This design comes from an exercise in tuning for small area, a short achievable clock period and few clock cycles on the open sky130 flow, not from production work.
Function was checked by simulation only, so behaviour that the tests miss may differ from the original.

==> garnet: inputs <==
Design sbse, start of the top module:
module sbse (
    input  wire        clk,
    input  wire        rst,
    input  wire        go,
    input  wire [19:0] start,
    input  wire [19:0] stop,
    output wire        ready,
    output wire        done,
    output reg         err,
    output reg  [19:0] count,
    output reg  [39:0] sum
);
Settings: LEC_CHECK=0, CAP_MARGIN=20, CORE_MARGIN=2, CORE_UTILIZATION=40, PLACE_DENSITY=0.6, SLEW_MARGIN=20; clock period 12.0 ns.
standard.sh (not shown) runs the stock make flow with config.mk's settings and CLKGATE_MAP_FILE= SYNTH_SCRIPT=/design/flow/synth_recipe.tcl, a recipe that flattens the netlist after the stock synthesis.
==> flow/flow/run.sh <==
#!/bin/bash
# The standard layout (standard.sh), with the input and output port
# buffers chosen as sky130_fd_sc_hd__buf_4 instead of the resizer's default.
# The full make output goes to standard.log; ORFS keeps its per-step logs
# under orfs/logs.
set -euo pipefail
export BUFFER_PORTS_ARGS="-buffer_cell sky130_fd_sc_hd__buf_4"
bash standard.sh > standard.log 2>&1
==> delta (differences from garnet) <==
--- a/flow/design.v
+++ b/flow/design.v
@@ -8,33 +8,33 @@
     output wire        done,
     output reg         err,
     output reg  [19:0] count,
     output reg  [39:0] sum
 );
     localparam STOP_MAX = 20'hFFFF9;     
     localparam NPRIME   = 8'd170;        
     localparam ND       = 15;       
-    localparam S_IDLE   = 0,
-               S_CHECK  = 1,
-               S_CHECK2 = 2,
-               S_SETUP  = 3,
-               S_RANGE  = 4,
-               S_RANGE2 = 5,
-               S_RANGE3 = 6,
-               S_SEG    = 7,
-               S_SIEVE  = 8,
-               S_READ   = 9,
-               S_FLUSH  = 10,
-               S_FIN0   = 11,
-               S_MUL    = 12,
-               S_LAST   = 13,
-               S_RANGE4 = 14,
-               S_LAST2  = 15;
-    reg [15:0] state;              
+    localparam S_IDLE   = 4'd0,
+               S_CHECK  = 4'd1,
+               S_CHECK2 = 4'd2,
+               S_SETUP  = 4'd3,
+               S_RANGE  = 4'd4,
+               S_RANGE2 = 4'd5,
+               S_RANGE3 = 4'd6,
+               S_SEG    = 4'd7,
+               S_SIEVE  = 4'd8,
+               S_READ   = 4'd9,
+               S_FLUSH  = 4'd10,
+               S_FIN0   = 4'd11,
+               S_MUL    = 4'd12,
+               S_LAST   = 4'd13,
+               S_RANGE4 = 4'd14,
+               S_LAST2  = 4'd15;
+    reg [3:0]  state;
     reg        done_q, ready_q;
     reg        l2;
     assign done  = done_q;
     assign ready = ready_q;
     reg [19:0] r_start, r_stop;    
     reg [1:0]  rs, re;             
     reg [9:0]  root;               
     reg [12:0] srem;
@@ -355,20 +355,20 @@
     reg [13:0] mlm;                
     reg [13:0] f2lm;
     reg         inA, inB, inA2, inB2;      
     wire [12:0] mA_x  = f2v ? f2A  : (mA  + {1'b0, mt2});
     wire [12:0] mB_x  = f2v ? f2B  : (mB  + {1'b0, mt2});
     wire [12:0] mA2_x = f2v ? f2A2 : (mA2 + {1'b0, mt2});
     wire [12:0] mB2_x = f2v ? f2B2 : (mB2 + {1'b0, mt2});
     wire        mlm_ok = !mlm[13];
-    wire        inA_x  = (!state[S_SEG]) && (f2v ? (f2A  < {4'd0, seg_len}) : (inA && mlm_ok && (mA  < mlm[12:0])));
-    wire        inB_x  = (!state[S_SEG]) && (f2v ? (f2B  < {4'd0, seg_len}) : (inB && mlm_ok && (mB  < mlm[12:0])));
-    wire        inA2_x = (!state[S_SEG]) && (f2v ? (f2A2 < {4'd0, seg_len}) : (inA && mlm_ok && (mA2 < mlm[12:0])));
-    wire        inB2_x = (!state[S_SEG]) && (f2v ? (f2B2 < {4'd0, seg_len}) : (inB && mlm_ok && (mB2 < mlm[12:0])));
+    wire        inA_x  = (state != S_SEG) && (f2v ? (f2A  < {4'd0, seg_len}) : (inA && mlm_ok && (mA  < mlm[12:0])));
+    wire        inB_x  = (state != S_SEG) && (f2v ? (f2B  < {4'd0, seg_len}) : (inB && mlm_ok && (mB  < mlm[12:0])));
+    wire        inA2_x = (state != S_SEG) && (f2v ? (f2A2 < {4'd0, seg_len}) : (inA && mlm_ok && (mA2 < mlm[12:0])));
+    wire        inB2_x = (state != S_SEG) && (f2v ? (f2B2 < {4'd0, seg_len}) : (inB && mlm_ok && (mB2 < mlm[12:0])));
     reg [15:0] rowA, colA, rowB, colB, rowA2, colA2, rowB2, colB2;
     always @(*) begin
         for (k = 0; k < 16; k = k + 1) begin
             rowA[k]  = inA  && (mA[7:4]  == k);
             colA[k]  = (mA[3:0]  == k);
             rowB[k]  = inB  && (mB[7:4]  == k);
             colB[k]  = (mB[3:0]  == k);
             rowA2[k] = inA2 && (mA2[7:4] == k);
@@ -453,17 +453,17 @@
             ph11_x = fR[4:0];
         else if (rd_on)
             ph11_x = ph11_n;
         if (dv[ND] && dpL == 10'd13)
             ph13_x = fR[4:0];
         else if (rd_on)
             ph13_x = ph13_n;
     end
-    wire set_all = (state[S_CHECK2]);
+    wire set_all = (state == S_CHECK2);
     reg [15:0] set_w;
     always @(*) begin
         for (k = 0; k < 16; k = k + 1)
             set_w[k] = set_all || (rd_on && ridx == k);
     end
     always @(posedge clk) begin
         for (s = 0; s < 256; s = s + 1)
             sb[s] <= (!set_w[s/16] & sb[s]) |
@@ -472,17 +472,17 @@
         if (dv[0]) begin
             gapr <= dp0_big && ({dp0, 3'b000} < {4'd0, seg_len});
             bx   <= {1'b0, dp0, 3'b000} + {2'b00, dp0, 2'b00};
             bt   <= {dp0, 2'b00};
         end else begin
             gapr <= gapr && (bx < {5'd0, seg_len});
             bx   <= bx + {2'b00, bt};
         end
-        if (state[S_SEG])
+        if (state == S_SEG)
             gapr <= 1'b0;
         dp0 <= rom_q;
         dr2 <= ds2 ? dd2[3:0] : dv2;
         dp1 <= dp0;
         dr3 <= ds3 ? dd3[4:0] : dv3;
         dp2 <= dp1;
         dr4 <= ds4 ? dd4[5:0] : dv4;
         dp3 <= dp2;
@@ -508,17 +508,17 @@
         dp13 <= dp12;
         dr15 <= dd15[11] ? dv15[9:0] : dd15[9:0];
         dp14 <= dp13;
         dr16 <= dd16[11] ? dv16[9:0] : dd16[9:0];
         dp15 <= dp14;
         da15 <= div3_10(dpA);
         da16 <= da15;
         db16 <= {da15, 2'b00} + {2'b00, da15} + 11'd1 + {9'd0, da15[0], 1'b0};
-        if (state[S_RANGE3])
+        if (state == S_RANGE3)
             cap <= 4'd0;
         else if (dv[ND])
             cap <= cap | {dpL == 10'd13, dpL == 10'd11, dpL == 10'd7, dpL == 10'd5};
         ph5  <= ph5_x;
         ph7  <= ph7_x;
         ph11 <= ph11_x;
         ph13 <= ph13_x;
         f1A    <= {3'd0, da16} - {1'b0, fR};
@@ -553,17 +553,17 @@
         r2ci  <= ci_w;
         r2par <= j0[0] ? q_ev : q_od;
         rc    <= r2c;
         rc3   <= {2'b00, r2c} + {1'b0, r2c, 1'b0};
         re_w  <= e_w;
     end
     always @(posedge clk) begin
         if (rst) begin
-            state   <= 16'd1 << S_IDLE;
+            state   <= S_IDLE;
             done_q  <= 1'b0;
             ready_q <= 1'b1;
             issuing <= 1'b0;
             dv      <= {(ND+1){1'b0}};
             f1v     <= 1'b0;
             f2v     <= 1'b0;
             rd_on   <= 1'b0;
             in_mul  <= 1'b0;
@@ -588,202 +588,202 @@
                 issuing <= 1'b0;
             if (rd_on && {1'b0, ridx} == rd_nw - 5'd1)
                 rd_on <= 1'b0;
             rv1 <= rd_on;
             rv2 <= rv1;
             rv3 <= rv2;
             rv4 <= rv3;
             rv5 <= rv4;
-            case (1'b1)
-            state[S_IDLE]: begin
+            case (state)
+            S_IDLE: begin
                 if (go) begin
-                    state   <= 16'd1 << S_CHECK;
+                    state   <= S_CHECK;
                     done_q  <= 1'b0;
                     ready_q <= 1'b0;
                 end
             end
-            state[S_CHECK]:  state <= 16'd1 << S_CHECK2;
-            state[S_CHECK2]: begin
+            S_CHECK:  state <= S_CHECK2;
+            S_CHECK2: begin
                 if (bad) begin
-                    state   <= 16'd1 << S_IDLE;
+                    state   <= S_IDLE;
                     done_q  <= 1'b1;
                     ready_q <= 1'b1;
                 end else
-                    state <= 16'd1 << S_SETUP;
+                    state <= S_SETUP;
             end
-            state[S_SETUP]:  if (step == 5'd9) state <= 16'd1 << S_RANGE;
-            state[S_RANGE]:  state <= 16'd1 << S_RANGE2;
-            state[S_RANGE2]: state <= 16'd1 << S_RANGE4;
-            state[S_RANGE4]: state <= 16'd1 << S_RANGE3;
-            state[S_RANGE3]: begin
+            S_SETUP:  if (step == 5'd9) state <= S_RANGE;
+            S_RANGE:  state <= S_RANGE2;
+            S_RANGE2: state <= S_RANGE4;
+            S_RANGE4: state <= S_RANGE3;
+            S_RANGE3: begin
                 if (rlen[19] || rlen == 20'd0) begin
-                    state   <= 16'd1 << S_IDLE;
+                    state   <= S_IDLE;
                     done_q  <= 1'b1;
                     ready_q <= 1'b1;
                 end else
-                    state <= 16'd1 << S_SEG;
+                    state <= S_SEG;
             end
-            state[S_SEG]: begin
+            S_SEG: begin
                 issuing <= 1'b1;
-                state   <= 16'd1 << S_SIEVE;
+                state   <= S_SIEVE;
             end
-            state[S_SIEVE]: begin
+            S_SIEVE: begin
                 if (pipe_empty) begin
                     rd_on <= 1'b1;
-                    state <= seg_last ? (16'd1 << S_READ) : (16'd1 << S_SEG);
+                    state <= seg_last ? S_READ : S_SEG;
                 end
             end
-            state[S_READ]:  if (!rd_on) state <= 16'd1 << S_FLUSH;
-            state[S_FLUSH]: if (!rv1 && !rv2 && !rv3 && !rv4 && !rv5) state <= 16'd1 << S_FIN0;
-            state[S_FIN0]: begin
+            S_READ:  if (!rd_on) state <= S_FLUSH;
+            S_FLUSH: if (!rv1 && !rv2 && !rv3 && !rv4 && !rv5) state <= S_FIN0;
+            S_FIN0: begin
                 in_mul <= 1'b1;
-                state  <= 16'd1 << S_MUL;
+                state  <= S_MUL;
             end
-            state[S_MUL]: begin
+            S_MUL: begin
                 if (step == 5'd17) begin
                     in_mul <= 1'b0;
-                    state  <= 16'd1 << S_LAST;
+                    state  <= S_LAST;
                 end
             end
-            state[S_LAST]: begin
+            S_LAST: begin
                 l2    <= 1'b0;
-                state <= 16'd1 << S_LAST2;
+                state <= S_LAST2;
             end
-            state[S_LAST2]: begin               
+            S_LAST2: begin               
                 l2 <= 1'b1;
                 if (l2) begin
-                    state   <= 16'd1 << S_IDLE;
+                    state   <= S_IDLE;
                     done_q  <= 1'b1;
                     ready_q <= 1'b1;
                 end
             end
-            default: state <= 16'd1 << S_IDLE;
+            default: state <= S_IDLE;
             endcase
         end
     end
     always @(posedge clk) begin
         if (iss_ok) begin
             pi   <= pi1;
             pi1  <= pi1 + 8'd1;
             pend <= (pi1 == NPRIME);
         end
         if (rd_on)
             ridx <= ridx + 4'd1;
-        lastf <= (state[S_MUL]) && (step == 5'd17);
-        if (!state[S_IDLE]) begin
+        lastf <= (state == S_MUL) && (step == 5'd17);
+        if (state != S_IDLE) begin
             count[5:0]   <= cnt_lo[5:0];
             ccy          <= cnt_lo[6];
             count[16:6]  <= count[16:6] + {10'd0, ccy};
         end
         if (rv4)
             k48 <= k48 + {12'd0, rc3, 4'd0};
         if (in_mul)
             rx <= mbit ? {r_stop, r_start} : 40'd0;
         else if (rv4)
             rx <= {{16{1'b0}}, 14'd0, re_w} - {17'd0, k48};
         else
             rx <= 40'd0;
-        if (!state[S_IDLE]) begin
+        if (state != S_IDLE) begin
             sum <= {sum_p2[13:1], sum_p1[13:1], sum_p0[13:0]};
             sc1 <= sum_p0[14];
             sc2 <= sum_p1[14];
         end
-        case (1'b1)
-        state[S_IDLE]: begin
+        case (state)
+        S_IDLE: begin
             if (go) begin
                 r_start <= start;
                 r_stop  <= stop;
             end
         end
-        state[S_CHECK]: begin
+        S_CHECK: begin
             rs   <= 2'd0;
             re   <= 2'd0;
             root <= 10'd0;
             srem <= 13'd0;
             step <= 5'd0;
             count <= 20'd0;
             ccy  <= 1'b0;
             k48  <= 23'd0;
             bad  <= (r_start == 20'd0) || (r_start > r_stop) || (r_stop > STOP_MAX);
             n23  <= ((r_start <= 20'd2 && r_stop >= 20'd2) ? 2'd1 : 2'd0)
                   + ((r_start <= 20'd3 && r_stop >= 20'd3) ? 2'd1 : 2'd0);
             s23  <= ((r_start <= 20'd2 && r_stop >= 20'd2) ? 3'd2 : 3'd0)
                   + ((r_start <= 20'd3 && r_stop >= 20'd3) ? 3'd3 : 3'd0);
         end
-        state[S_CHECK2]: begin
+        S_CHECK2: begin
             err <= bad;
             sum <= bad ? 40'd0 : {37'd0, s23};
             sc1 <= 1'b0;
             sc2 <= 1'b0;
             ccy <= 1'b0;
             count <= 20'd0;
         end
-        state[S_SETUP]: begin
+        S_SETUP: begin
             rs <= ds_s[1:0];
             re <= ds_e[1:0];
             if (!sq_d[12]) begin
                 srem <= sq_d;
                 root <= {root[8:0], 1'b1};
             end else begin
                 srem <= sq_r;
                 root <= {root[8:0], 1'b0};
             end
             r_start <= {r_start[17:0], ds_s[3:2]};
             r_stop  <= {r_stop[17:0], ds_e[3:2]};
             step    <= step + 5'd1;
         end
-        state[S_RANGE]: begin
+        S_RANGE: begin
             j0  <= (rs == 2'd2 && !r_start[0]) ? r_start[18:0] + 19'd1 : r_start[18:0];
             rlen <= {1'b0, ({1'b0, re} < 3'd1 + {2'b00, r_stop[0]}) ? r_stop[18:0] : r_stop[18:0] + 19'd1};
         end
-        state[S_RANGE2]: begin
+        S_RANGE2: begin
             if (j0 == 19'd0)
                 j0 <= 19'd1;
         end
-        state[S_RANGE4]: rlen <= rlen - {1'b0, j0};
-        state[S_RANGE3]: begin
+        S_RANGE4: rlen <= rlen - {1'b0, j0};
+        S_RANGE3: begin
             if (rlen[19] || rlen == 20'd0)
                 count <= {18'd0, n23};
             ccy <= 1'b0;
             pi   <= 8'd0;
             pi1  <= 8'd1;
             pend <= 1'b0;
             first_seg <= 1'b1;
             for (k = 0; k < 4; k = k + 1)
                 exm[k] <= (j0 <= 4 - k);
         end
-        state[S_SEG]: begin
+        S_SEG: begin
             seg_len  <= (rlen[19:8] != 12'd0) ? 9'd256 : rlen[8:0];
             seg_last <= (rlen[19:8] == 12'd0) || (rlen == 20'd256);
             nw       <= (rlen[19:8] != 12'd0) ? 5'd16 : ({1'b0, rlen[7:4]} + {4'd0, |rlen[3:0]});
         end
-        state[S_SIEVE]: begin
+        S_SIEVE: begin
             if (pipe_empty) begin
                 pat_en    <= first_seg;
                 first_seg <= 1'b0;
                 ridx   <= 4'd0;
                 rd_len <= seg_len;
                 rd_nw  <= nw;
                 if (!seg_last) begin
                     j0    <= j0 + 19'd256;
                     rlen  <= rlen - 20'd256;
                     pi    <= 8'd4;       
                     pi1   <= 8'd5;
                     pend  <= 1'b0;
                 end
             end
         end
-        state[S_FLUSH]: {r_stop, r_start} <= {21'd0, last_w};
-        state[S_FIN0]: begin
+        S_FLUSH: {r_stop, r_start} <= {21'd0, last_w};
+        S_FIN0: begin
             {r_stop, r_start} <= {19'd0, {2'b00, r_start[18:0]} + {1'b0, r_start[18:0], 1'b0}};
             step <= 5'd1;
             mbit <= count[0];
         end
-        state[S_MUL]: begin
+        S_MUL: begin
             {r_stop, r_start} <= {r_stop[18:0], r_start, 1'b0};
             step <= step + 5'd1;
             mbit <= count[step];
         end
         default: ;
         endcase
     end
 endmodule
==> impl_metrics.env <==
export IMPL_end_kind="flip-flop"
export IMPL_p_clk_mw=4.29
export IMPL_status="timing/DRC/antenna clean"
export IMPL_synth_mux_area_share_pct=5.45
export IMPL_holdCritStartpoint="f1B[0]$_DFF_P_"
export IMPL_critical_path_depth=13
export IMPL_multi_input_area_um2=39100
export IMPL_multi_input_area_share_pct=51.2
That was garnet.
==> impl_metrics.env <==
export IMPL_p_clk_mw=4.36
export IMPL_synth_mux_area_share_pct=5.20
export IMPL_status="timing/DRC/antenna clean"
export IMPL_critical_path_depth=1
export IMPL_multi_input_area_um2=39900
That was delta.
Testbench counts of garnet, summed over its fixed seeds: cycles 41,994.
Testbench counts of delta, summed over its fixed seeds: cycles 41,994.

==> static timing again, ports no longer ideal <==
The flow's constraints put no driver on any port. The routed layouts listed below were extracted and timed again, unchanged, in two steps. Step 1 assumes that a clkbuf_16 drives the clock port and a buf_2 every other input. Step 2 also shifts input and output timing later by t, the mid clock arrival at the registers, as if the neighbouring blocks saw the same clock. Slacks: no drivers / after step 1 / after step 2; pairs: no drivers / after step 1.
run	shift t [ns]	slack for setup (ns)	latest minus earliest clock arrival (ns)	worst data-port slew with drivers (ns)	cell pins on the clock port's net
garnet	0.859	7.881 / 7.881 / 7.881	0.031 / 0.031	0.10	1
delta	0.861	8.179 / 8.088 / 8.060	0.041 / 0.041	0.12	1
After both steps setup and hold are still met in every run listed. For delta, which loses most, drivers alone change the setup slack by -0.091 ns; drivers and shift together by -0.119 ns.
